Context: an optimization exercise on an open-source flow, tuned for small area, a short achievable clock period and few clock cycles. The choices shown serve that exercise and are no tape-out recipe. The RTL was checked by simulation tests, not by an equivalence proof against the original design. No activity file was given, so power comes from the tool's default toggle rates.

==> flow/run.sh <==
#!/bin/bash
# synth_recipe.tcl (not shown) runs the flow's synth.tcl, then flattens the netlist and writes it again
# the make line also repeats each setting of config.mk as NAME=value (left out here)
make -C /OpenROAD-flow-scripts/flow DESIGN_CONFIG=/design/flow/config.mk WORK_HOME=/design/flow/orfs CLKGATE_MAP_FILE= SYNTH_SCRIPT=/design/flow/synth_recipe.tcl finish
==> flow/config.mk <==
export PLATFORM = sky130hd
export DESIGN_NAME = franklin_rx
export DESIGN_NICKNAME = franklin_rx
export VERILOG_FILES = /design/flow/design.v
export SDC_FILE = /design/flow/constraint.sdc
export NUM_CORES = 4
export LEC_CHECK = 0
export CAP_MARGIN = 40
export CORE_MARGIN = 2
export CORE_UTILIZATION = 40
export SLEW_MARGIN = 40
==> flow/constraint.sdc <==
create_clock -name core_clock -period 10.0 [get_ports {clk}]
set_input_delay 2.0000 -clock core_clock [delete_from_list [all_inputs] [get_ports {clk}]]
set_output_delay 2.0000 -clock core_clock [all_outputs]
set_load 0.01 [all_outputs]
==> flow/design.v <==
module franklin_rx (
    input  wire       clk,
    input  wire       rst,           
    input  wire       in_valid,
    input  wire       in_timeout,
    input  wire [7:0] in_byte,
    output wire       in_ready,
    output reg        tx_valid,
    output reg  [7:0] tx_byte,
    output wire       ind_valid,
    input  wire       ind_ready,
    output wire       ind_dispatch,
    output wire [7:0] ind_data,
    output wire       ind_last,
    input  wire [1:0] verdict
);
    localparam [7:0] C_ACK      = 8'h80;
    localparam [7:0] C_NACK     = 8'hE1;
    localparam [7:0] C_ACKWAIT  = 8'hD2;
    localparam [7:0] C_STALL    = 8'hB3;
    localparam [7:0] C_RESET    = 8'hF4;
    localparam [7:0] C_INIT     = 8'h95;
    localparam [7:0] C_ACKRESET = 8'hA6;
    localparam [1:0] S_RX    = 2'd0,    
                     S_CHECK = 2'd1,    
                     S_CTRL  = 2'd2,    
                     S_DISP  = 2'd3;    
    function [7:0] chk;
        input [5:0] t;
        input [7:0] d0, d1, d2;
        reg [2:0] tag;
        begin
            tag    = t[2:0];
            chk[2:0] = tag;
            chk[3] = ^(d0 & 8'hC0) ^ ^(d1 & 8'hC3) ^ ^(d2 & 8'hFF) ^ ^(tag & 3'b001);
            chk[4] = ^(d0 & 8'h38) ^ ^(d1 & 8'h3A) ^ ^(d2 & 8'h7E) ^ ^(tag & 3'b011);
            chk[5] = ^(d0 & 8'h26) ^ ^(d1 & 8'hB5) ^ ^(d2 & 8'hB9) ^ ^(tag & 3'b011);
            chk[6] = ^(d0 & 8'h95) ^ ^(d1 & 8'h6C) ^ ^(d2 & 8'hD5) ^ ^(tag & 3'b011);
            chk[7] = ^(d0 & 8'h4B) ^ ^(d1 & 8'hDC) ^ ^(d2 & 8'hE2) ^ ^(tag & 3'b011);
        end
    endfunction
    reg [1:0] state;
    reg [7:0] rx_buf [0:169];
    reg [7:0] rx_count;      
    reg [7:0] wlen;          
    reg [6:0] flen;          
    reg [5:0] grp;           
    reg [6:0] didx;          
    reg [7:0] ctrl_code;
    reg       ff_in;
    wire [6:0] in_len   = in_byte[6:0];
    wire [7:0] in_k     = ({1'b0, in_len} + 8'd2) / 8'd3;
    wire       is_known = (in_byte == C_ACK) || (in_byte == C_NACK) ||
                          (in_byte == C_ACKWAIT) || (in_byte == C_STALL) ||
                          (in_byte == C_RESET) || (in_byte == C_INIT) ||
                          (in_byte == C_ACKRESET);
    wire       bad_len  = (in_len == 7'd0) || (in_len == 7'd1) ||
                          (in_len == 7'd2) || (in_len == 7'd4);
    wire [7:0] nk       = ({1'b0, flen} + 8'd2) / 8'd3;
    wire [7:0] g_base   = grp * 3;
    wire [7:0] g_chk    = chk(grp, rx_buf[g_base], rx_buf[g_base + 8'd1],
                              rx_buf[g_base + 8'd2]);
    wire       g_ok     = g_chk == rx_buf[{1'b0, flen} + {2'b00, grp}];
    reg [7:0] verdict_code;
    always @(*) begin
        case (verdict)
            2'd0:    verdict_code = C_ACK;
            2'd1:    verdict_code = C_ACKWAIT;
            2'd2:    verdict_code = C_STALL;
            default: verdict_code = C_NACK;
        endcase
    end
    assign in_ready     = (state == S_RX);
    assign ind_valid    = (state == S_CTRL) || (state == S_DISP);
    assign ind_dispatch = (state == S_DISP);
    assign ind_data     = (state == S_CTRL) ? ctrl_code :
                          (didx == 7'd1)    ? {1'b0, rx_buf[1][6:0]} :
                                              rx_buf[didx];
    assign ind_last     = (state == S_CTRL) || (didx == flen - 7'd1);
    always @(posedge clk) begin
        if (rst) begin
            state     <= S_RX;
            rx_count  <= 8'd0;
            wlen      <= 8'd0;
            flen      <= 7'd0;
            grp       <= 6'd0;
            didx      <= 7'd0;
            ctrl_code <= 8'd0;
            ff_in     <= 1'b0;
            tx_valid  <= 1'b0;
            tx_byte   <= 8'd0;
        end else begin
            tx_valid <= 1'b0;
            case (state)
                S_RX: if (in_valid) begin
                    if (in_timeout) begin
                        if (rx_count != 8'd0) begin
                            rx_count <= 8'd0;
                            tx_valid <= 1'b1;
                            tx_byte  <= C_NACK;
                        end
                    end else if (rx_count == 8'd0) begin
                        if (is_known) begin
                            ctrl_code <= in_byte;
                            state     <= S_CTRL;
                        end else if (in_byte[7] || bad_len) begin
                            tx_valid <= 1'b1;
                            tx_byte  <= C_NACK;
                        end else begin
                            rx_buf[0] <= in_byte;
                            flen      <= in_len;
                            wlen      <= {1'b0, in_len} + in_k;
                            rx_count  <= 8'd1;
                        end
                    end else begin
                        rx_buf[rx_count] <= in_byte;
                        if (rx_count + 8'd1 == wlen) begin
                            rx_count <= 8'd0;
                            grp      <= 6'd0;
                            state    <= S_CHECK;
                        end else begin
                            rx_count <= rx_count + 8'd1;
                        end
                    end
                end
                S_CHECK: begin
                    if (!g_ok) begin
                        tx_valid <= 1'b1;
                        tx_byte  <= C_NACK;
                        state    <= S_RX;
                    end else if ({2'b00, grp} == nk - 8'd1) begin
                        if (rx_buf[1][7] != ff_in) begin
                            tx_valid <= 1'b1;
                            tx_byte  <= C_ACK;
                            state    <= S_RX;
                        end else begin
                            ff_in <= ~ff_in;
                            didx  <= 7'd1;
                            state <= S_DISP;
                        end
                    end else begin
                        grp <= grp + 6'd1;
                    end
                end
                S_CTRL: if (ind_ready) begin
                    state <= S_RX;
                end
                S_DISP: if (ind_ready) begin
                    if (didx == flen - 7'd1) begin
                        tx_valid <= 1'b1;
                        tx_byte  <= verdict_code;
                        state    <= S_RX;
                    end else begin
                        didx <= didx + 7'd1;
                    end
                end
            endcase
        end
    end
endmodule
==> impl_metrics.csv <==
group,metric,value,unit
status,run_status,"timing/DRC/antenna clean",
grt,grt_pass1_vias,68700,
synthesis,yosysUniqueCellTypes,85,
timing,final.setup.tns,0,ps
timing,worst_pin_slew,1010,ps
placed_design,hpwl,282,mm
clock_network,cts_tree,"done",
min_path,hold_path_class,"reg2reg",
timing,whs,486,ps
setup_path,path_max_fanout,45,
grt,antenna_found_initial,23,
timing,relSlewSlack,31.9,%
finish,final_common_cell,"mux4_2",
floorplan,initial_core_util,40.2,%
finish,seqCellArea,42000,um^2
clock_network,path_clk_slew,60,ps
detailed_routing,drtIter0Drc,13400,
floorplan,rows,184,
synthesis,synth_top_family_by_area,"multiplexers",
setup_path,cp_data_arrival_time,9550,ps
synthesis,synth_mux_area_share,44.3,%
min_path,min_to,"ctrl_code[7]$_SDFFE_PP0P_",
placed_design,place_congestion,1.02,
timing,slew_viol_final,0,
finish,nNetsFinal,6052,
timing,setup_viol,0,
synthesis,synth-async-reset-ratio,0,%
floorplan,ios,36,
clock_network,cts_resized,0,
floorplan,die-width,506,um
setup_path,critPathKind,"reg2reg",
synthesis,synth_edf_count,1360,
finish,num-fill-cells,21400,
power_and_ir_drop,leakagePower,33.4,nW
clock_network,cts-hold-fix-buffers,0,
detailed_routing,num_vias,72800,
grt,grt_pass1_wl,582,mm
synthesis,synthAdderAreaFrac,0.641,%
detailed_routing,wire_per_inst,44.7,um
timing,fmax,0.113,GHz
setup_path,required,10720,ps
finish,multi_input_comb_area,57100,um^2
timing,period_needed,8830,ps
detailed_routing,drc,0,
timing,finClkSkew,63.7,ps
detailed_routing,viasPerCell,7.68,
setup_path,r2r_cells,18,
timing,hold_violations,0,
clock_network,clock_sinks,1419,
clock_network,cts_buffers,164,
finish,layout_common_cells,"mux4_2, edfxtp_1, nand2_1",
setup_path,crit_path_start_kind,"register",
detailed_routing,routed_wl,424,mm
synthesis,syn_area_per_cell,16.3,um^2
clock_network,post_cts_buffers,0,
detailed_routing,drtPass1Iterations,6,
synthesis,synth_xor_area_share,1.24,%
min_path,hold_start,"ctrl_code[7]$_SDFFE_PP0P_",
synthesis,yosysTopAreaCellShare,40.6,%
finish,drive_above_1_share,42.7,%
synthesis,netlist_area,101000,um^2
placed_design,io_buffers,33,
clock_network,cts_root_buf,"clkbuf_16",
timing,grt_setup_unrepaired,"false",
synthesis,ys_warn_count,1,
floorplan,core-area,251000,um^2
floorplan,fp.dieH,506,um
power_and_ir_drop,ir_drop,0.000134,V
clock_network,clock_latency,890,ps
finish,areaGrowthSynthToFinish,11.3,%
synthesis,ys.flop_type,"edfxtp_1",
power_and_ir_drop,power_density,129,nW/um^2
synthesis,synth-compound-area-share,4.08,%
timing,fin_crit_sh,88.3,%
job,max-cap-violations,0,
power_and_ir_drop,p_total,14.4,mW
synthesis,synth-seq-cells,1419,
min_path,worstHoldPathCells,2,
grt,grt_overflow,0,
synthesis,synth_top_area_cell,"edfxtp_1",
synthesis,syn_inst,6164,
clock_network,clk_path_buf_depth,3,
synthesis,yosys.area_share.simple,4.88,%
grt,grt_use_total,32.8,%
setup_path,end_kind,"register",
detailed_routing,ant_nets,0,
clock_network,ctsHtreeMaxLevel,4,
setup_path,r2r_start,"grp[1]$_SDFFE_PP0P_",
synthesis,seq_area_frac_synth,41.7,%
floorplan,dieArea,256000,um^2
synthesis,synth_area_leaders,"edfxtp_1, mux4_2, mux2i_1",
setup_path,rrSetupSlack,1170,ps
grt,grt_start_max_net_pins,134,
[worst max-delay path by stage]
stage                              startpoint  endpoint  slack (ps)
after floorplan           grp[1]$_SDFFE_PP0P_  register        2770
after global placement    grp[1]$_SDFFE_PP0P_  register         410
after detailed placement  grp[1]$_SDFFE_PP0P_  register        1470
after CTS                 grp[1]$_SDFFE_PP0P_  register        1440
after global routing      grp[1]$_SDFFE_PP0P_  register        1190
final                     grp[1]$_SDFFE_PP0P_  register        1170
[metal layers]
| metal | global-route usage [%] | part of all wire, % | vias up | wire [um] |
|---|---|---|---|---|
| met5 | 0.282 | 0.075 | - | 320 |
| met3 | 14.6 | 16 | 1256 | 67900 |
| met4 | 17.9 | 6.8 | 34 | 28800 |
| li1 | - | - | 26500 | - |
| met2 | 46.6 | 43 | 6704 | 182000 |
| met1 | 41.8 | 34 | 38400 | 145000 |
[sequential cells by signal, indices dropped and copies added (netlist names), named ones only]
signal and count:
didx 7, tx_byte 4, flen 7, tx_valid 1, ctrl_code 8, ff_in 1
wlen 8, state 2, rx_buf 1360, grp 6, rx_count 8
[logic make-up (layout without fill, tap and decap cells)]
family	Yosys count	count (layout)
compound gates	597	597
other cells	1	10
mux	2192	2192
buf+inv	670	628
flops	1419	1419
fa+ha+maj	50	50
xor+xnor	115	115
simple gates	1120	1120
[report_power, final]
| part | leakage [nW] | internal (mW) | switching [mW] | total, mW |
|---|---|---|---|---|
| registers | 12.7 | 6.52 | 0.0303 | 6.55 |
| clock network | 2.69 | 3.71 | 2.73 | 6.44 |
| logic | 18.0 | 0.581 | 0.860 | 1.44 |
| total | 33.4 | 10.8 | 3.62 | 14.4 |
[per-stage QoR]
step                      worst slack, ps  area [um^2]  instances  util (%)
after floorplan                      2770       101000       6165         -
after global placement                411       105000       9149      41.9
after detailed placement             1470       106000       9161      42.3
after CTS                            1440       112000       9462      44.6
after global routing                 1190       112000       9472      44.7
final                                1170       112000       9479      44.7
[worst max-delay path: stages (launching register included)]
cell and delay (ps):
dfxtp_1 700, ha_1 340, fa_4 900, ha_4 890, buf_12 350, mux4_2 360
mux4_2 510, mux2i_1 700, nor2_1 100, o21ai_0 530, o221ai_1 280, xor2_1 340
xnor3_1 290, xnor2_1 370, xnor2_1 220, o2111ai_2 450, or4_4 670, a2111oi_0 430
a211oi_1 110
[cell usage after synthesis (15+ instances only)]
cell	number
nor2b_1	26
nor4_1	17
ha_1	46
and2_1	19
and3_1	33
a211oi_1	53
buf_2	204
dfxtp_1	59
nor3_1	54
mux2_2	35
a21o_1	16
xnor2_1	66
inv_1	44
a311oi_1	31
nand3_1	99
a21oi_1	117
edfxtp_1	1360
mux2i_1	350
xnor3_1	15
a31oi_1	46
a32oi_1	16
a221oi_1	27
nor2_1	359
nand4_1	31
nand2_1	424
mux4_2	1806
buf_4	90
xor2_1	31
buf_1	102
clkbuf_1	224
o21ai_0	103
a22oi_1	29
[area by class of cell]
type                            count  area share (%)
Sequential cell                  1419            37.5
Multi-Input combinational cell   4076            50.9
Clock inverter                    103            1.19
Antenna cell                        8          0.0179
Clock buffer                      198            3.83
Tap cell                         3348            3.74
Inverter                           45           0.155
Timing Repair Buffer              282            2.63
Testbench counts, summed over its fixed seeds: cycles 141,053.

## port drivers added, routing unchanged
No port has a modelled driver above. Below, the same layout with a new extraction and two added sets of constraints.
Step 1 (the two cells are an assumption about what drives the block):
set clk [get_ports {clk}]
set_driving_cell -lib_cell sky130_fd_sc_hd__clkbuf_16 $clk
set_driving_cell -lib_cell sky130_fd_sc_hd__buf_2 [delete_from_list [all_inputs] $clk]
Step 2 adds t to the input delays and takes it off the output delays; t is the mean of the earliest and latest rising clock arrival at the registers after step 1. Input paths then give back, and output paths get back, about the clock's delay inside the block.
Three values: ideal ports, drivers, drivers and shift; two values: the first two.
shift t [ns]: 0.971
slack for setup (ns): 1.169 / 1.169 / 1.169
worst setup path at the end: register to register
slew at the worst register clock pin (ns): 0.07 / 0.07
worst data-port slew with drivers (ns): 0.07
After both steps setup and hold are still met in this run. The setup slack of this run moves by 0.000 ns with the drivers and by 0.000 ns with both steps.
